What follows belongs to an exercise in optimizing a design on an open flow for small area; a production flow would make more cautious choices. Function was checked by simulation only, so behaviour that the tests miss may differ from the original. Power and IR drop assume default switching activity.

### run.sh
#!/bin/bash
# synth_recipe.tcl (not shown) runs the flow's synth.tcl, then flattens the netlist and writes it again
# the make line also repeats each setting of config.mk as NAME=value (left out here)
make -C /OpenROAD-flow-scripts/flow DESIGN_CONFIG=/design/flow/config.mk WORK_HOME=/design/flow/orfs CLKGATE_MAP_FILE= SYNTH_SCRIPT=/design/flow/synth_recipe.tcl finish
### config.mk
export PLATFORM = sky130hd
export DESIGN_NAME = dscpi_core
export DESIGN_NICKNAME = dscpi_core
export VERILOG_FILES = /design/flow/design.v
export SDC_FILE = /design/flow/constraint.sdc
export NUM_CORES = 4
export LEC_CHECK = 0
export ABC_AREA = 1
export CAP_MARGIN = 20
export CORE_MARGIN = 2
export CORE_UTILIZATION = 40
export SLEW_MARGIN = 20
### constraint.sdc
create_clock -name core_clock -period 20.0 [get_ports {clk}]
set_input_delay 4.0000 -clock core_clock [delete_from_list [all_inputs] [get_ports {clk}]]
set_output_delay 4.0000 -clock core_clock [all_outputs]
set_load 0.01 [all_outputs]
### design.v
module dscpi_core (
    input  wire         clk,
    input  wire         rst_n,
    input  wire         tick,
    input  wire         latch,
    input  wire [3:0]   q,
    input  wire         offhook,
    input  wire         hw_fault,
    output wire [1:0]   tone_class,
    output wire         tone_en,
    output wire [15:0]  tone_on,
    output wire [15:0]  tone_range,
    input  wire         cmd_valid,
    input  wire [1:0]   cmd_op,
    input  wire [7:0]   cmd_arg,
    input  wire [127:0] cmd_frame,
    output reg          rsp_valid,
    output wire [1:0]   rsp_code,
    output wire [158:0] status
);
    localparam [2:0] LS_IDLE  = 3'd0,
                     LS_AWAIT = 3'd1,
                     LS_HS    = 3'd2,
                     LS_RX    = 3'd3,
                     LS_ACK   = 3'd4;
    localparam [4:0] C_ERROR = 5'h0F;
    function [4:0] code_of_q;
        input [3:0] r;
        begin
            case (r)
                4'd0:    code_of_q = 5'h14;             
                4'd10:   code_of_q = 5'h00;             
                4'd11:   code_of_q = 5'h0A;             
                4'd12:   code_of_q = 5'h0B;             
                4'd13:   code_of_q = 5'h11;             
                4'd14:   code_of_q = 5'h12;             
                4'd15:   code_of_q = 5'h13;             
                default: code_of_q = {1'b0, r};         
            endcase
        end
    endfunction
    function [7:0] byte_of_code;
        input [4:0] c;
        reg x;
        reg [3:0] n;
        begin
            x = c[4];
            n = c[3:0];
            byte_of_code = {1'b0, x, ~x,
                            ~x & ~(n[3] & ~n[2] & n[1]),
                            n[3] & ~(~n[2] & n[1] & n[0]),
                            n[2:0]};
        end
    endfunction
    function byte_ok;
        input [7:0] b;
        begin
            byte_ok = (b[7:4] == 4'h3 && (b[3:0] <= 4'h9 || b[3:0] == 4'hF)) ||
                      b == 8'h2A || b == 8'h23 ||
                      (b[7:4] == 4'h4 && b[3:0] >= 4'h1 && b[3:0] <= 4'h4);
        end
    endfunction
    function [4:0] code_of_byte;
        input [7:0] b;
        begin
            if (!byte_ok(b))
                code_of_byte = C_ERROR;
            else if (b == 8'h23)
                code_of_byte = 5'h0B;
            else
                code_of_byte = {b[6], b[3:0]};
        end
    endfunction
    function [3:0] weight_of_byte;
        input [7:0] b;
        begin
            case (b)
                8'h30:   weight_of_byte = 4'd10;
                8'h2A:   weight_of_byte = 4'd11;
                8'h23:   weight_of_byte = 4'd12;
                8'h41:   weight_of_byte = 4'd13;
                8'h42:   weight_of_byte = 4'd14;
                8'h43:   weight_of_byte = 4'd15;
                default: weight_of_byte = b[3:0];
            endcase
        end
    endfunction
    function [2:0] clamp_debug;
        input [7:0] v;
        begin
            if (v[7])
                clamp_debug = 3'd0;
            else if (v > 8'd5)
                clamp_debug = 3'd5;
            else
                clamp_debug = v[2:0];
        end
    endfunction
    function [3:0] add15;
        input [3:0] a;
        input [3:0] b;
        reg [3:0] s;
        reg [3:0] r;
        reg       c;
        integer k;
        begin
            c = 1'b0;
            for (k = 0; k < 4; k = k + 1) begin
                s[k] = a[k] ^ b[k] ^ c;
                c    = (a[k] & b[k]) | (a[k] & c) | (b[k] & c);
            end
            for (k = 0; k < 4; k = k + 1) begin
                r[k] = s[k] ^ c;
                c    = s[k] & c;
            end
            add15 = r;
        end
    endfunction
    function [7:0] csa15;
        input [3:0] a;
        input [3:0] b;
        input [3:0] c;
        reg [3:0] m;
        begin
            m = (a & b) | (a & c) | (b & c);
            csa15 = {m[2:0], m[3], a ^ b ^ c};
        end
    endfunction
    reg         cs_e;            
    reg [3:0]   cs_q;            
    reg [2:0]   line_state;
    reg         dial;            
    reg [3:0]   t_hi;            
    reg [5:0]   t_lo;            
    reg [74:0]  fa_buf;          
    reg [3:0]   ck_sum;          
    reg         ck_all;          
    reg         last_valid;
    reg [79:0]  last_frame;      
    reg         checksum_valid;
    reg         err0, err1, err3;
    reg [2:0]   debug_level;
    reg [15:0]  status_version;
    reg         halted;
    reg         latch_q;
    reg         rsp_nok;         
    wire [4:0] cs_code  = cs_e ? C_ERROR : code_of_q(cs_q);
    wire       cs_wok   = !cs_e && cs_q != 4'd0;
    wire tk      = tick && !halted;
    wire in_idle = line_state == LS_IDLE;
    wire in_hs   = line_state == LS_HS;
    wire in_rx   = line_state == LS_RX;
    wire gt1     = (t_lo > 6'd1) || (t_hi != 4'd0 && !in_rx);
    wire expire  = tk && !in_idle && !gt1;
    wire rx_more = t_hi != 4'd0;                      
    wire sample  = expire && (in_hs || (in_rx && rx_more));
    wire t_fin   = sample && in_rx && t_hi == 4'd15;
    wire [3:0] smp_sum = add15(in_hs ? 4'd0 : ck_sum, cs_q);
    wire       smp_all = (in_hs || ck_all) && cs_wok;
    wire       t_cv    = smp_all && smp_sum == 4'd15;
    reg  [2:0] t_ls;
    reg        t_dial;
    always @* begin
        t_ls   = line_state;
        t_dial = dial;
        if (tk) begin
            case (line_state)
                LS_IDLE:
                    if (!hw_fault) begin
                        if (offhook) begin
                            t_ls   = LS_AWAIT;
                            t_dial = 1'b0;
                        end else begin
                            t_dial = 1'b1;
                        end
                    end
                LS_AWAIT: if (!gt1) t_ls = LS_HS;
                LS_HS:    if (!gt1) t_ls = LS_RX;
                LS_RX:    if (!gt1 && !rx_more) t_ls = LS_ACK;
                LS_ACK:   if (!gt1) t_ls = offhook ? LS_AWAIT : LS_IDLE;
                default: ;
            endcase
        end
    end
    reg [9:0] n_timer;
    always @* begin
        n_timer = {t_hi, t_lo};
        if (tk) begin
            if (in_idle) begin
                n_timer = 10'd1000;
            end else if (gt1) begin
                n_timer = {t_hi, t_lo} - 10'd1;
            end else begin
                case (line_state)
                    LS_AWAIT: n_timer = 10'd550;
                    LS_HS:    n_timer = {4'd1, 6'd50};
                    LS_RX:    n_timer = rx_more ? {t_hi + 4'd1, 6'd50} : 10'd800;
                    default:  n_timer = 10'd1000;
                endcase
            end
        end
    end
    wire t_err0 = err0 || (sample && cs_e);
    wire t_err3 = err3 || (tk && hw_fault);
    wire err1_t = err1 || (t_fin && !t_cv);
    wire tick_changed = t_fin || (t_ls != line_state) ||
                        (t_err0 && !err0) || (t_err3 && !err3);
    wire t_active = (t_ls == LS_RX) && (sample ? t_hi != 4'd15 : rx_more);
    wire cmd     = cmd_valid && !halted;
    wire c_dbg   = cmd && cmd_op == 2'd1;
    wire c_rst   = cmd && cmd_op == 2'd2;
    wire c_inj   = cmd && cmd_op == 2'd3 && !t_active;
    reg [79:0] inj_code;
    reg        inj_err;
    reg        inj_all;
    reg [3:0]  inj_sum;
    integer i;
    always @* begin
        inj_err = 1'b0;
        inj_all = 1'b1;
        for (i = 0; i < 16; i = i + 1) begin
            inj_code[5*i +: 5] = code_of_byte(cmd_frame[8*i +: 8]);
            if (!byte_ok(cmd_frame[8*i +: 8]) || cmd_frame[8*i +: 8] == 8'h3F) begin
                inj_err = 1'b1;
                inj_all = 1'b0;
            end
            if (cmd_frame[8*i +: 8] == 8'h44)
                inj_all = 1'b0;
        end
    end
    reg [3:0] w [0:15];
    always @* begin
        for (i = 0; i < 16; i = i + 1)
            w[i] = weight_of_byte(cmd_frame[8*i +: 8]);
    end
    wire [7:0] l1_0 = csa15(w[0],  w[1],  w[2]);
    wire [7:0] l1_1 = csa15(w[3],  w[4],  w[5]);
    wire [7:0] l1_2 = csa15(w[6],  w[7],  w[8]);
    wire [7:0] l1_3 = csa15(w[9],  w[10], w[11]);
    wire [7:0] l1_4 = csa15(w[12], w[13], w[14]);
    wire [7:0] l2_0 = csa15(l1_0[3:0], l1_0[7:4], l1_1[3:0]);
    wire [7:0] l2_1 = csa15(l1_1[7:4], l1_2[3:0], l1_2[7:4]);
    wire [7:0] l2_2 = csa15(l1_3[3:0], l1_3[7:4], l1_4[3:0]);
    wire [7:0] l3_0 = csa15(l2_0[3:0], l2_0[7:4], l2_1[3:0]);
    wire [7:0] l3_1 = csa15(l2_1[7:4], l2_2[3:0], l2_2[7:4]);
    wire [7:0] l4_0 = csa15(l3_0[3:0], l3_0[7:4], l3_1[3:0]);
    wire [7:0] l4_1 = csa15(l3_1[7:4], l1_4[7:4], w[15]);
    wire [7:0] l5_0 = csa15(l4_0[3:0], l4_0[7:4], l4_1[3:0]);
    wire [7:0] l6_0 = csa15(l5_0[3:0], l5_0[7:4], l4_1[7:4]);
    wire [3:0] fa  = l6_0[3:0];
    wire [3:0] fb  = l6_0[7:4];
    wire       inj_cv = inj_all && ((fb == ~fa) ||
                                    (fa == 4'd0  && fb == 4'd0) ||
                                    (fa == 4'd15 && fb == 4'd15));
    wire [2:0] dbg_new = clamp_debug(cmd_arg);
    wire cmd_changed = c_inj ||
                       (c_rst && (t_ls != LS_IDLE || t_err0 || err1_t || t_err3)) ||
                       (c_dbg && dbg_new != debug_level);
    wire [15:0] inc = {14'd0, tick_changed && cmd_changed,
                       tick_changed ^ cmd_changed};
    always @(posedge clk) begin
        latch_q <= latch;
    end
    always @(posedge clk) begin
        {t_hi, t_lo} <= n_timer;
        if (sample) begin
            fa_buf <= {cs_code, fa_buf[74:5]};
            ck_sum <= smp_sum;
            ck_all <= smp_all;
        end
        rsp_nok <= halted ? cmd_op != 2'd0 : (cmd_op == 2'd3 && t_active);
    end
    always @(posedge clk) begin
        if (!rst_n) begin
            cs_e           <= 1'b1;
            line_state     <= LS_IDLE;
            dial           <= 1'b0;
            last_valid     <= 1'b0;
            last_frame     <= {16{C_ERROR}};
            checksum_valid <= 1'b0;
            err0           <= 1'b0;
            err1           <= 1'b0;
            err3           <= hw_fault;
            debug_level    <= 3'd0;
            status_version <= 16'd0;
            halted         <= hw_fault;
            rsp_valid      <= 1'b0;
        end else begin
            if (latch && !latch_q) begin
                cs_e <= 1'b0;
                cs_q <= q;
            end
            if (c_rst) begin
                line_state <= LS_IDLE;
                dial       <= 1'b0;
                err0       <= 1'b0;
                err1       <= 1'b0;
                err3       <= 1'b0;
            end else begin
                line_state <= t_ls;
                dial       <= t_dial;
                err0       <= t_err0 || (c_inj && inj_err);
                err1       <= err1_t || (c_inj && !inj_cv);
                err3       <= t_err3;
            end
            if (c_inj) begin
                last_valid     <= 1'b1;
                last_frame     <= inj_code;
                checksum_valid <= inj_cv;
            end else if (t_fin) begin
                last_valid     <= 1'b1;
                last_frame     <= {cs_code, fa_buf};
                checksum_valid <= t_cv;
            end
            if (c_dbg)
                debug_level <= dbg_new;
            status_version <= status_version + inc;
            rsp_valid      <= cmd_valid;
        end
    end
    wire in_ack = line_state == LS_ACK;
    assign tone_class = {in_ack, dial};
    assign tone_en    = in_ack | dial;
    assign tone_on    = dial   ? 16'd1136 :
                        in_ack ? 16'd357  : 16'd0;
    assign tone_range = dial   ? 16'd2273 :
                        in_ack ? 16'd714  : 16'd0;
    assign rsp_code = {rsp_nok & halted, rsp_nok & ~halted};
    reg [127:0] lf_bytes;
    always @* begin
        for (i = 0; i < 16; i = i + 1)
            lf_bytes[8*i +: 8] = byte_of_code(last_frame[5*i +: 5]);
    end
    wire [4:0] err_cause = {1'b0, err3, 1'b0, err1, err0};
    assign status = {halted,                
                     debug_level,           
                     err_cause,             
                     (err_cause != 5'd0),   
                     checksum_valid,        
                     last_valid,            
                     line_state,            
                     status_version,        
                     lf_bytes};             
endmodule
==> results of run 1 <==
[Yosys cell counts, drive strengths merged, types with 3 or more instances]
master / n
clkbuf: 28
o31ai: 7
a21oi: 55
nor3b: 3
nand3: 222
xnor2: 4
ha: 12
o21bai: 4
nand4: 34
o211ai: 4
buf: 139
a31oi: 14
inv: 399
nor4: 11
or2: 5
o21ai: 111
fa: 60
nor3: 60
edfxtp: 95
nand3b: 3
xor2: 6
dfxtp: 112
nor2: 316
nand2: 612
and3: 3
[routing by layer]
layer	share of wire [%]	global-route usage (%)	vias up
li1	-	-	7657
met3	6.2	3.837	86
met5	0.073	0	-
met2	48	42.16	577
met4	3.6	9.176	6
met1	42	31.94	6984
[power by group through the flow]
stage / Combinational [mW] / Clock [mW] / Sequential, mW
final: 0.551 / 0.434 / 0.456
after global routing: 0.627 / 0.458 / 0.457
after CTS: 0.549 / 0.442 / 0.456
after detailed placement: 0.544 / 0 / 0.465
after global placement: 0.543 / 0 / 0.465
after floorplan: 0.395 / 0 / 0.463
[critical path, stage by stage]
cell	delay, ps
clkdlybuf4s50_1	510
nor2_1	310
inv_1	70
nor4_1	430
nor2_1	90
nand2_1	100
a21oi_1	60
nor3_1	470
fa_1	540
fa_1	440
fa_1	560
fa_1	450
fa_1	530
fa_1	460
or2_2	320
nor3_1	200
nor2_1	70
o21ai_0	70
nand3_1	100
nor2_1	90
nand3_1	150
nand2_1	130
nand2_1	60
a21oi_1	100
[logic make-up (layout without fill, tap and decap cells)]
kind of cell | after synthesis | after routing | share of synthesized area, %
adders and majority gates | 72 | 72 | 8.590
xor gates and xnor gates | 10 | 10 | 0.5568
other | 1 | 39 | 0.02384
DFF | 207 | 207 | 32.39
AOI/OAI and AO/OA | 210 | 210 | 7.326
and+or+nand+nor | 1270 | 1270 | 34.17
buffers and inverters | 566 | 761 | 16.94
[flip-flops by register name, indices dropped and copies added (netlist names), 3 cells and up]
| signal | count |
|---|---|
| t_hi | 4 |
| t_lo | 6 |
| fa_buf | 75 |
| status_version | 16 |
| ck_sum | 4 |
| debug_level | 3 |
| cs_q | 4 |
| line_state | 3 |
| last_frame | 80 |
[metrics by stage]
stage / area (um2) / hold WS, ps / std cells
finish: 19300 / 443.7 / 3087
global placement: 18520 / 428.8 / 3040
floorplan: 15860 / 426.4 / 2370
CTS: 19290 / 444.4 / 3083
global route: 19300 / 448.8 / 3087
detailed placement: 18520 / 433.9 / 3040
[path summary, 6_finish.rpt]
check	end	cells after the start	slack, ps
worst max-delay path	checksum_valid	24	10120
worst min-delay path	fa_buf[63]	0	440
worst max register to register	status_version[14]	35	13860
worst min register to register	fa_buf[63]	0	440
[cell type report]
cell class                      count  share of cell area, %
Timing Repair Buffer              319                  16.40
Clock inverter                     11                 0.4797
Antenna cell                        4                0.05186
Inverter                          399                  7.760
Multi-Input combinational cell   1597                  42.02
Tap cell                          518                  3.358
Sequential cell                   207                  26.40
Clock buffer                       32                  3.533
==> impl_results.md, run 1 <==
- DRT antenna net count: 0
- Setup CP Type: in -> reg
- Hold_sp: fa_buf[68]
- Drt first-iter violations: between 1,000 and 1,500
- Total Routing Usage GR: roughly a quarter
- Outcome: timing/DRC/antenna clean
- Register area: 0.005095 mm2
- Synth Instances: ~2,300
- RSZ-0062 raised after global routing: false
- Die height: between 200 and 250 um
- Post-CTS sizing: 0
- Yosys top cell area share: a little under a fifth
- Crit start category: input port
- Psw: roughly 0.5 mW
- Comb pwr share: a little under two fifths
- Initial Utilization: approximately 40%
- CTS H-tree depth: 1
- Worst setup margin: 10,120 ps
- Worst R2R Start: line_state[2]
- Number of library cell types mapped by synthesis: 49
- Largest net degree at the start of global routing: 64
- Final core utilization: about 50%
- Syn Area/Cell: ~6.7 um2
- Most common cell after layout, fill and taps aside: nand2_1
- Final period util: roughly half
- VDD IR-drop max: 101.8 uV
- Die width: 202.3 um
- Mapped Area: 0.01573 mm2
- CP arrival: 10,330 ps
- Worst slew pin tran: around 900 ps
- Final Slew Violations: 0
- Ys flop type: dfxtp_1
- Routability cong.: approximately 0.94
- I/O pin total: 346
- FFs w/ async S/R, synth: 0%
- Worst EP required: roughly 20,000 ps
- First-pass GRT wire length: between 70,000 and 80,000 um
- Clock Sinks: between 200 and 250
- Synthesis-to-layout area growth: 22.69%
- Max Cap Violations: 0
- Setup TNS: 0 ps
- F_max: 101.2 MHz
- CTS Buf Count: 24
- Die Area: 0.04093 mm2
- CTS tree: done
- DRT Pass-1 Iters: 8
- Sw Share: 34.50%
- Post-synth EDFFs: 95
- Total grt overflow: 0
- Total power: about 1.4 mW
- Most frequent cells in the layout: 605 x nand2_1, 392 x inv_1, 309 x clkdlybuf4s50_1, 302 x nor2_1, 218 x nand3_1
- Post-route DRC: 0
- Post-Route WL: a little over 50,000 um
- PD cells: around 75 mW/mm2
- Fill cells: between 3,000 and 4,000
- Layout cells sized above 1: between 3 and 4%
- Count of final setup violators: 0
- Vias in the first global route: around 14,000
- Root buffer cell: clkbuf_16
- Worst setup path startpoint: cmd_frame[51]
- Clk pin slew, worst setup/hold paths: approximately 70 ps
- Row count: a little over 70
- Min Tclk post-route: between 9000 and 10,000 ps
- Cts hold-fix bufs: 0
- Core ar.: between 0.03 and 0.04 mm2
- Wire per inst: 16.78 um
- Multi-input logic area: 0.008109 mm2
- IO Port Bufs: 310
- Clock Latency Late Sink: 530 ps
- Slew headroom: 39.17%
- Vias: approximately 15,000
- Sequential fraction of the synthesis area: approximately 32%
- Setup Slack @ Placement: between 9000 and 10,000 ps
- Crit Path Max Fanout: 6
- Maximum clock insertion buffer count: 3
- Area contributors post-synth: edfxtp_1 18%, nand2_1 14%, dfxtp_1 14%
- Post-synthesis sequential element count: roughly 210
- DP Wirelength: 41,310 um
- Critical Path End Type: flop
- Clock share of power: a little under a third
- YS warnings: 2
- Initial antenna violation count: 7
- Cell Int Power: ~0.94 mW
- Vias per std cell: just under 5
- Synth area leader: edfxtp_1
- Nets: roughly 2,800
- Final Hold Fails: 0
- Flop pwr share: a little under a third
- HP Class: reg -> reg
- Skew final: 11.99 ps
- Pleak: between 9 and 10 nW
- Post-CTS Setup Bufs: 0
==> run 2, diff against run 1 <==
--- a/design.v
+++ b/design.v
@@ -118,2 +118,43 @@
     endfunction
+    function [9:0] dec10;
+        input [9:0] v;
+        reg b;
+        integer k;
+        begin
+            b = 1'b1;
+            for (k = 0; k < 10; k = k + 1) begin
+                dec10[k] = v[k] ^ b;
+                b        = b & ~v[k];
+            end
+        end
+    endfunction
+    function [3:0] inc4;
+        input [3:0] v;
+        reg c;
+        integer k;
+        begin
+            c = 1'b1;
+            for (k = 0; k < 4; k = k + 1) begin
+                inc4[k] = v[k] ^ c;
+                c       = c & v[k];
+            end
+        end
+    endfunction
+    function [15:0] add16_2;
+        input [15:0] v;
+        input        a1;
+        input        a0;
+        reg c;
+        integer k;
+        begin
+            add16_2[0] = v[0] ^ a0;
+            c          = v[0] & a0;
+            add16_2[1] = v[1] ^ a1 ^ c;
+            c          = (v[1] & a1) | (v[1] & c) | (a1 & c);
+            for (k = 2; k < 16; k = k + 1) begin
+                add16_2[k] = v[k] ^ c;
+                c          = c & v[k];
+            end
+        end
+    endfunction
     function [7:0] csa15;
@@ -152,3 +193,3 @@
     wire in_rx   = line_state == LS_RX;
-    wire gt1     = (t_lo > 6'd1) || (t_hi != 4'd0 && !in_rx);
+    wire gt1     = (|t_lo[5:1]) || (t_hi != 4'd0 && !in_rx);
     wire expire  = tk && !in_idle && !gt1;
@@ -191,3 +232,3 @@
             end else if (gt1) begin
-                n_timer = {t_hi, t_lo} - 10'd1;
+                n_timer = dec10({t_hi, t_lo});
             end else begin
@@ -196,3 +237,3 @@
                     LS_HS:    n_timer = {4'd1, 6'd50};
-                    LS_RX:    n_timer = rx_more ? {t_hi + 4'd1, 6'd50} : 10'd800;
+                    LS_RX:    n_timer = rx_more ? {inc4(t_hi), 6'd50} : 10'd800;
                     default:  n_timer = 10'd1000;
@@ -213,5 +254,7 @@
     reg [79:0] inj_code;
-    reg        inj_err;
-    reg        inj_all;
-    reg [3:0]  inj_sum;
+    reg        inj_err;          
+    reg        inj_all;          
+    reg [3:0]  w [0:15];
+    reg [7:0]  b;
+    reg        cls_d, cls_s, cls_x, okb, ok, dd, z;
     integer i;
@@ -221,16 +264,28 @@
         for (i = 0; i < 16; i = i + 1) begin
-            inj_code[5*i +: 5] = code_of_byte(cmd_frame[8*i +: 8]);
-            if (!byte_ok(cmd_frame[8*i +: 8]) || cmd_frame[8*i +: 8] == 8'h3F) begin
+            b     = cmd_frame[8*i +: 8];
+            cls_d = b[7:4] == 4'h3;              
+            cls_s = b[7:4] == 4'h2;              
+            cls_x = b[7:4] == 4'h4;              
+            okb   = (cls_d && !(b[3] && (b[2] || b[1]))) ||
+                    (cls_s && b[3:0] == 4'hA) ||
+                    (cls_s && b[3:0] == 4'h3) ||
+                    (cls_x && !b[3] && (b[2] ? b[1:0] == 2'b00 : b[1:0] != 2'b00));
+            ok    = okb && rst_n;
+            dd    = cls_x && b[2];                
+            inj_code[5*i +: 5] = {cls_x && ok,
+                                  b[3] | ~ok | (cls_s & ~b[3]),
+                                  b[2] | ~ok,
+                                  b[1] | ~ok,
+                                  b[0] | ~ok};
+            if (!okb)
                 inj_err = 1'b1;
+            if (!okb || dd)
                 inj_all = 1'b0;
-            end
-            if (cmd_frame[8*i +: 8] == 8'h44)
-                inj_all = 1'b0;
+            z = b[3:0] == 4'h0;
+            w[i] = {~b[4] | b[3] | z,
+                    b[6] | (b[4] ? b[2] : b[0]),
+                    b[4] ? (b[1] | z) : (b[1] & (b[6] | ~b[0])),
+                    b[0] ^ (~b[6] & ~b[4])};
         end
     end
-    reg [3:0] w [0:15];
-    always @* begin
-        for (i = 0; i < 16; i = i + 1)
-            w[i] = weight_of_byte(cmd_frame[8*i +: 8]);
-    end
     wire [7:0] l1_0 = csa15(w[0],  w[1],  w[2]);
@@ -258,4 +313,2 @@
                        (c_dbg && dbg_new != debug_level);
-    wire [15:0] inc = {14'd0, tick_changed && cmd_changed,
-                       tick_changed ^ cmd_changed};
     always @(posedge clk) begin
@@ -264,2 +317,8 @@
     always @(posedge clk) begin
+        if (!rst_n || c_inj)
+            last_frame <= inj_code;
+        else if (t_fin)
+            last_frame <= {cs_code, fa_buf};
+    end
+    always @(posedge clk) begin
         {t_hi, t_lo} <= n_timer;
@@ -278,3 +337,2 @@
             last_valid     <= 1'b0;
-            last_frame     <= {16{C_ERROR}};
             checksum_valid <= 1'b0;
@@ -307,3 +365,2 @@
                 last_valid     <= 1'b1;
-                last_frame     <= inj_code;
                 checksum_valid <= inj_cv;
@@ -311,3 +368,2 @@
                 last_valid     <= 1'b1;
-                last_frame     <= {cs_code, fa_buf};
                 checksum_valid <= t_cv;
@@ -316,3 +372,4 @@
                 debug_level <= dbg_new;
-            status_version <= status_version + inc;
+            status_version <= add16_2(status_version, tick_changed & cmd_changed,
+                                              tick_changed ^ cmd_changed);
             rsp_valid      <= cmd_valid;
--- a/config.mk
+++ b/config.mk
@@ -7,3 +7,2 @@
 export LEC_CHECK = 0
-export ABC_AREA = 1
 export CAP_MARGIN = 20
==> run 2 against run 1 <==
  * Still clean
  * Critical path depth decreased by 7
  * Clock skew up 5.3 ps
  * Global-route usage shrank 3.5 points
  * Final cell count shrank 35%
  * Cell area down 10%
  * Core utilization is 0.83 points higher
  * Non-clock buffer count fell by 3
  * Critical path type unchanged
  * Critical endpoint is now err1
  * Largest cell class unchanged
  * Largest power group unchanged
==> impl_results.md, run 2 <==
- First-pass GRT wire length: 59,170 um
- Die Area: 0.03601 mm2
- Vias: about 11,000
- Mapped Area: ~0.014 mm2
- Vias in the first global route: about 10,000
- Worst slew pin tran: between 1000 and 1500 ps
- Worst R2R Start: t_hi[0]
- Total grt overflow: 0
- Worst setup path startpoint: cmd_frame[28]
- Count leader, synth: edfxtp_1
- Post-synth EDFFs: 175
- Final Slew Violations: 0
- Pleak: ~6.3 nW
- Final period util: 47.51%
- FFs w/ async S/R, synth: 0%
- I/O pin total: approximately 350
- Most common cell after layout, fill and taps aside: clkdlybuf4s50_1
- Drt first-iter violations: between 700 and 800
- CP arrival: roughly 9900 ps
- Maximum clock insertion buffer count: 3
- CTS H-tree depth: 1
- VDD IR-drop max: between 100 and 150 uV
- RSZ-0062 raised after global routing: false
- Skew final: between 15 and 20 ps
- Biggest registers after layout: last_frame: 80 flops, fa_buf: 75 flops, status_version: 16 flops
- Min Tclk post-route: approximately 9500 ps
- Die height: about 190 um
- Setup CP Type: in -> reg
- Slew headroom: 29.46%
- PD cells: just over 90 mW/mm2
- Root buffer cell: clkbuf_16
- Layer with the highest usage: met2
- Layout cells sized above 1: approximately 4.7%
- Outcome: timing/DRC/antenna clean
- Vias per std cell: approximately 5.3
- Clock Latency Late Sink: roughly 520 ps
- Commonest cells post-synth: 175 x edfxtp_1, 122 x buf_4, 109 x inv_1
- DRT Pass-1 Iters: 5
- Routability cong.: 0.8860
- Wire per inst: 19.78 um
- GR Util met3: ~4.8%
- Setup TNS: 0 ps
- CTS tree: done
- Total Routing Usage GR: around a fifth
- YS warnings: 2
- HP Class: reg -> reg
- Ys flop type: edfxtp_1
- CTS Buf Count: 24
- Largest net degree at the start of global routing: just over 80
- Area contributors post-synth: edfxtp_1 38%, fa_1 8.7%, buf_4 6.6%
- Crit start category: input port
- Synth Instances: 1,310
- Max reg flops: 80
- Nets: 1,752
- Met2 usage: a little over a third
- Hold_sp: fa_buf[66]
- Critical Path End Type: flop
- Post-CTS sizing: 0
- DP Wirelength: ~30,000 um
- M1 GR Usage: 26.80%
- Clock Sinks: around 210
- Clk pin slew, worst setup/hold paths: ~60 ps
- Row count: around 70
- Fill cells: 3,098
- Initial antenna violation count: 6
- Sequential fraction of the synthesis area: a little over two fifths
- Post-route DRC: 0
- Most frequent cells in the layout: 309 x clkdlybuf4s50_1, 175 x edfxtp_1, 109 x inv_1, 80 x nor2_1, 60 x fa_1
- Most flops, register: last_frame
- Synthesis-to-layout area growth: 25.80%
- Max Cap Violations: 0
- Count of final setup violators: 0
- Post-CTS Setup Bufs: 0
- Crit Path Max Fanout: 11
- Final Hold Fails: 0
- Syn Area/Cell: around 11 um2
- DRT antenna net count: 0
- Synth area leader: edfxtp_1
- Total power: between 1.5 and 2 mW
- Initial Utilization: between 40% and 50%
- R2R setup slack: 13,870 ps
- IO Port Bufs: 310
- Number of library cell types mapped by synthesis: 86
- Post-synthesis sequential element count: around 210
- Post-Route WL: approximately 40,000 um
- Die width: between 150 and 200 um
- Yosys top cell area share: roughly two fifths
- Cts hold-fix bufs: 0
- Worst EP required: 20,380 ps
- F_max: approximately 110 MHz
- Core ar.: between 0.03 and 0.04 mm2
==> run 2: cell types whose count changed after synthesis, sizes merged, moves of 20 or more <==
| cell | change |
|---|---|
| dfxtp | -80 |
| nor2 | -235 |
| o22a | +53 |
| nor2b | +37 |
| nand2 | -562 |
| and2 | +20 |
| nand4 | -26 |
| nand3 | -201 |
| nand2b | +29 |
| o21ai | -48 |
| edfxtp | +80 |
| nor3 | -24 |
| inv | -288 |
==> run 2: path summary, 6_finish.rpt <==
check,endpoint,depth (start not counted)
setup / recovery,err1,17
hold / removal,fa_buf[61],0
setup reg to reg,status_version[15],26
hold reg to reg,fa_buf[61],0
==> run 2: cell type report <==
cell class / instances / area (um2) / area share (%)
multi-input combinational: 853 / 6485 / 37.34
sequential: 207 / 5896 / 33.95
timing repair buffer: 316 / 3163 / 18.21
clock buffer: 30 / 674.4 / 3.883
tap: 455 / 569.3 / 3.278
inverter: 111 / 416.7 / 2.399
clock inverter: 14 / 147.6 / 0.8501
antenna: 6 / 15.01 / 0.08646
==> run 2: worst max-delay path: stages <==
cell and delay [ps]:
clkdlybuf4s50_1 570, nor2b_1 240, nor2b_1 140, o21ai_0 380, fa_1 500, fa_1 490, fa_1 550, fa_1 540
fa_1 520, fa_1 560, nor4_1 300, nand2_1 80, o21ai_0 110, o21ai_2 80, or4_4 500, o31ai_4 220
a31oi_1 110
==> run 2: layer usage <==
| layer | share of wire [%] | wire length (um) |
|---|---|---|
| met5 | 0.063 | 25 |
| met4 | 2.8 | 1100 |
| met3 | 6.7 | 2659 |
| met2 | 49 | 19210 |
| met1 | 42 | 16400 |
==> run 2: report_power, final <==
group	leakage [nW]	switching (mW)	total, mW	internal (mW)
Combinational	4.05	0.345	0.666	0.320
Clock	0.397	0.177	0.454	0.277
Sequential	1.82	0.00639	0.482	0.475
Total	6.27	0.529	1.60	1.07
==> run 2: cell families after synthesis <==
group / after synthesis / synth area share, %
AND/OR/NAND/NOR: 391 / 16.34
AO/OA/AOI/OAI: 301 / 15.70
buffers and inverters: 284 / 11.47
flip-flops: 207 / 42.71
adder cells (fa/ha/maj): 90 / 11.42
XOR/XNOR: 32 / 2.030
multiplexers: 4 / 0.2991
other: 1 / 0.02717
==> run 2: metrics by stage <==
step / std cells / hold slack (ps) / cell area, um2 / setup WS (ps) / util (%)
finish: 1992 / 448.6 / 17370 / 10500 / 50.65
global route: 1988 / 462.4 / 17360 / 10220 / 50.62
CTS: 1985 / 450.1 / 17320 / 10500 / 50.53
detailed placement: 1941 / 435.0 / 16500 / 9999 / 48.13
global placement: 1941 / 429.9 / 16500 / 10050 / 48.13
floorplan: 1344 / 426.4 / 13930 / 6342 / -
==> run 3, diff against run 2 <==
==> flow/run.sh (new file) <==
#!/bin/bash
# The standard layout (the standard.sh, standard synthesis included),
# with smaller port buffers and power/area recovery on non-critical gates.
set -euo pipefail
bash standard.sh "BUFFER_PORTS_ARGS=-buffer_cell sky130_fd_sc_hd__buf_1" \
    RECOVER_POWER=100 finish > make_finish.log 2>&1
==> standard.sh (new file) <==
#!/bin/bash
# synth_recipe.tcl (not shown) runs the flow's synth.tcl, then flattens the netlist and writes it again
# the make line also repeats each setting of config.mk as NAME=value (left out here)
make -C /OpenROAD-flow-scripts/flow DESIGN_CONFIG=/design/flow/config.mk WORK_HOME=/design/flow/orfs CLKGATE_MAP_FILE= SYNTH_SCRIPT=/design/flow/synth_recipe.tcl "${@:-finish}"
removed: run.sh
==> run 3 against run 2 <==
  * The layout now fails its checks (max-capacitance violations, max-slew violations)
  * Power is 2.1% lower
  * Sequential power about the same
  * Worst hold slack got worse by 3.7 ps
  * Cell area down 11%
  * Die area did not move
  * Core utilization shrank 5.8 points
  * Count of clock-buffer cells in the layout down 1
  * Clock power grew 3%
  * Synthesized area unchanged
  * Wire length shrank 4.5%
  * Final cell count is 0.35% higher
  * Synthesized cell count stayed put
  * Largest cell class unchanged
  * Highest routed layer unchanged
==> impl_results.md, run 3 <==
- Initial Utilization: 40.26%
- Root buffer cell: clkbuf_16
- Routability cong.: between 0.8 and 0.9
- Number of library cell types mapped by synthesis: 86
- Worst R2R Start: t_hi[0]
- Critical Path End Type: flop
- SO Faults: max-capacitance violations, max-slew violations
- Biggest registers after layout: last_frame: 80 flops, fa_buf: 75 flops, status_version: 16 flops
- Nets: 1,754
- Hold Crit Depth: 0
- Min Tclk post-route: approximately 11,000 ps
- Drt first-iter violations: roughly 660
- R2R setup slack: approximately 12,000 ps
- Die height: roughly 190 um
- Hold slack final: 444.9 ps
- CP cell instances: buf_1, nand2b_1, inv_1, nand4_1, o31ai_1, a21oi_1, a311oi_4, clkbuf_1, or3_2, clkbuf_1, clkbuf_1
- Initial antenna violation count: 16
- Worst setup path startpoint: tick
- Reg2reg end: last_frame[39]
- Post-CTS sizing: 0
- I/O pin total: 346
- CTS Buf Count: 25
- Most common cell after layout, fill and taps aside: buf_1
- Final Hold Fails: 0
- Crit Path Max Fanout: 47
- Layout cells sized above 1: under 10%
- Crit start category: input port
- Synth area leader: edfxtp_1
- Vias in the first global route: ~10,000
- Setup TNS: 0 ps
- CTS H-tree depth: 1
- Post-CTS Setup Bufs: 0
- Final Slew Violations: slightly above 300
- CTS tree: done
- Sequential fraction of the synthesis area: a little over two fifths
- Vias: ~11,000
- Max reg flops: 80
- First-pass GRT wire length: about 56,000 um
- Commonest cells post-synth: 175 x edfxtp_1, 122 x buf_4, 109 x inv_1
- Synth Instances: approximately 1,300
- Layout Cells excl Fill: roughly 2,000
- Die Area: 0.03601 mm2
- PD cells: roughly 100 mW/mm2
- Setup Slack @ Placement: approximately 10,000 ps
- Skew final: about 21 ps
- Crit path largest cell delay: between 1500 and 2000 ps
- Total Routing Usage GR: about 20%
- Wire per inst: 18.83 um
- Syn Area/Cell: roughly 11 um2
- Row count: 68
- Slowest-stage cell, CP: clkbuf_1
- Yosys top cell area share: 38.07%
- Post-synth EDFFs: roughly 180
- Fill cells: between 3,000 and 4,000
- Most flops, register: last_frame
- Mapped Area: ~0.014 mm2
- Total grt overflow: 0
- Maximum clock insertion buffer count: 3
- HP Class: reg -> reg
- Multi-input logic area: 0.006455 mm2
- Outcome: failed layout checks
- Final core utilization: between 40% and 50%
- Worst setup margin: 9444 ps
- Worst EP required: approximately 20,000 ps
- Post-route DRC: 0
- Count leader, synth: edfxtp_1
- Clk pin slew, worst setup/hold paths: roughly 60 ps
- Post-Route WL: between 30,000 and 40,000 um
- Clock Latency Late Sink: 540 ps
- DRT Pass-1 Iters: 5
- Die width: 189.8 um
- Placed cell count: between 1,500 and 2,000
- Register area: 0.005896 mm2
- Hold_sp: fa_buf[44]
- Core ar.: 0.03429 mm2
- Vias per std cell: between 5 and 6
- Final period util: 52.78%
- Most frequent cells in the layout: 308 x buf_1, 175 x edfxtp_1, 111 x inv_1, 81 x nor2_1, 60 x fa_1
- FFs w/ async S/R, synth: 0%
- Ys flop type: edfxtp_1
- Area contributors post-synth: edfxtp_1 38%, fa_1 8.7%, buf_4 6.6%
- DP Wirelength: 28,780 um
- F_max: about 95 MHz
- CP arrival: about 11,000 ps
- CP most frequent cell: clkbuf_1
- RSZ-0062 raised after global routing: false
- Worst Hold Endpoint: fa_buf[39]
- Slew headroom: -213.1%
- Pleak: 5.405 nW
- Max Cap Violations: 7
- Setup CP Type: in -> reg
- Synthesis-to-layout area growth: 11.48%
- DRT antenna net count: 0
- YS warnings: 2
- Largest net degree at the start of global routing: 81
- Worst slew pin tran: between 4000 and 5000 ps
- Count of final setup violators: 0
- Post-synthesis sequential element count: slightly above 200
- IO Port Bufs: 310
- Cts hold-fix bufs: 0
- Clock Sinks: between 200 and 250
- Cells on worst reg2reg path: 11
- VDD IR-drop max: ~150 uV
## run 3: cell types whose count changed in the layout (fill, tap and decap cells not counted), sizes merged, moves of 6 or more
| cell | change |
|---|---|
| clkdlybuf4s50 | -309 |
| clkbuf | +7 |
| buf | +302 |
| diode | +6 |
## run 3: per-layer routing
layer / wire length (um) / GRT usage [%] / up-vias / share of wire (%)
met5: 48 / 0 / - / 0.13
li1: - / - / 5016 / -
met3: 2406 / 3.911 / 62 / 6.4
met1: 15600 / 24.99 / 5130 / 41
met4: 864 / 6.023 / 8 / 2.3
met2: 18720 / 35.32 / 358 / 50
## run 3: metrics by stage
stage	total power [mW]	cell area, um2
finish	1.568	15390
global route	1.679	15370
CTS	1.587	15400
detailed placement	1.112	14580
global placement	1.105	14580
floorplan	0.9841	13930
## run 3: logic make-up (layout without fill, tap and decap cells)
logic type,Yosys count,in the layout,share of synthesized area (%)
buffers and inverters,284,472,11.47
muxes,4,4,0.2991
AOI/OAI and AO/OA,301,301,15.70
and+or+nand+nor,391,391,16.34
other,1,47,0.02717
DFF,207,207,42.71
xor gates and xnor gates,32,32,2.030
adders and majority gates,90,90,11.42
## run 3: area by class of cell
cell class	count	area share [%]
inverter	111	2.707
sequential	207	38.31
tap	455	3.699
clock buffer	29	4.163
antenna	12	0.1951
clock inverter	15	1.220
timing repair buffer	317	7.764
multi-input combinational	853	41.94
## run 3: how the worst max path moves through the flow
stage	end	slack [ps]	cells after the start
final	last_frame[39]	9440	11
after CTS	err1	10950	17
after detailed placement	err1	10400	17
after global routing	last_frame[32]	8930	11
after global placement	err1	10460	16
after floorplan	status_version[14]	6340	23
## run 3: report_power, final
group / switching (mW) / total, mW / internal (mW)
logic: 0.335 / 0.618 / 0.283
registers: 0.00625 / 0.482 / 0.476
clock network: 0.187 / 0.468 / 0.281
total: 0.528 / 1.57 / 1.04
## run 3: critical path: cells and delay by family
kind                   cells  cell delay, ps
AO/OA/AOI/OAI              3             800
buffers and inverters      5            5130
AND/OR/NAND/NOR            3             620

port drivers added, routing unchanged:
The flow's constraints put no driver on any port. The routed layouts listed below were extracted and timed again, unchanged, in two steps.
Step 1 assumes that a clkbuf_16 drives the clock port and a buf_2 every other input.
Step 2, shift: input delay + t, output delay - t, t = (earliest + latest rising clock arrival at the registers) / 2. This alone moves slack from input paths to output paths.
Three values: no drivers, after step 1, after step 2; two values: the first two.
| run | t, ns | slack for setup (ns) | worst slew at a driven data input, ns |
|---|---|---|---|
| run 1 | 0.576 | 10.118 / 10.146 / 9.570 | 0.11 |
| run 2 | 0.565 | 10.499 / 10.516 / 9.951 | 0.09 |
| run 3 | 0.583 | 9.444 / 9.468 / 8.885 | 0.10 |
The setup slack of run 3, which loses most, moves by +0.024 ns with the drivers and by -0.559 ns with both steps.
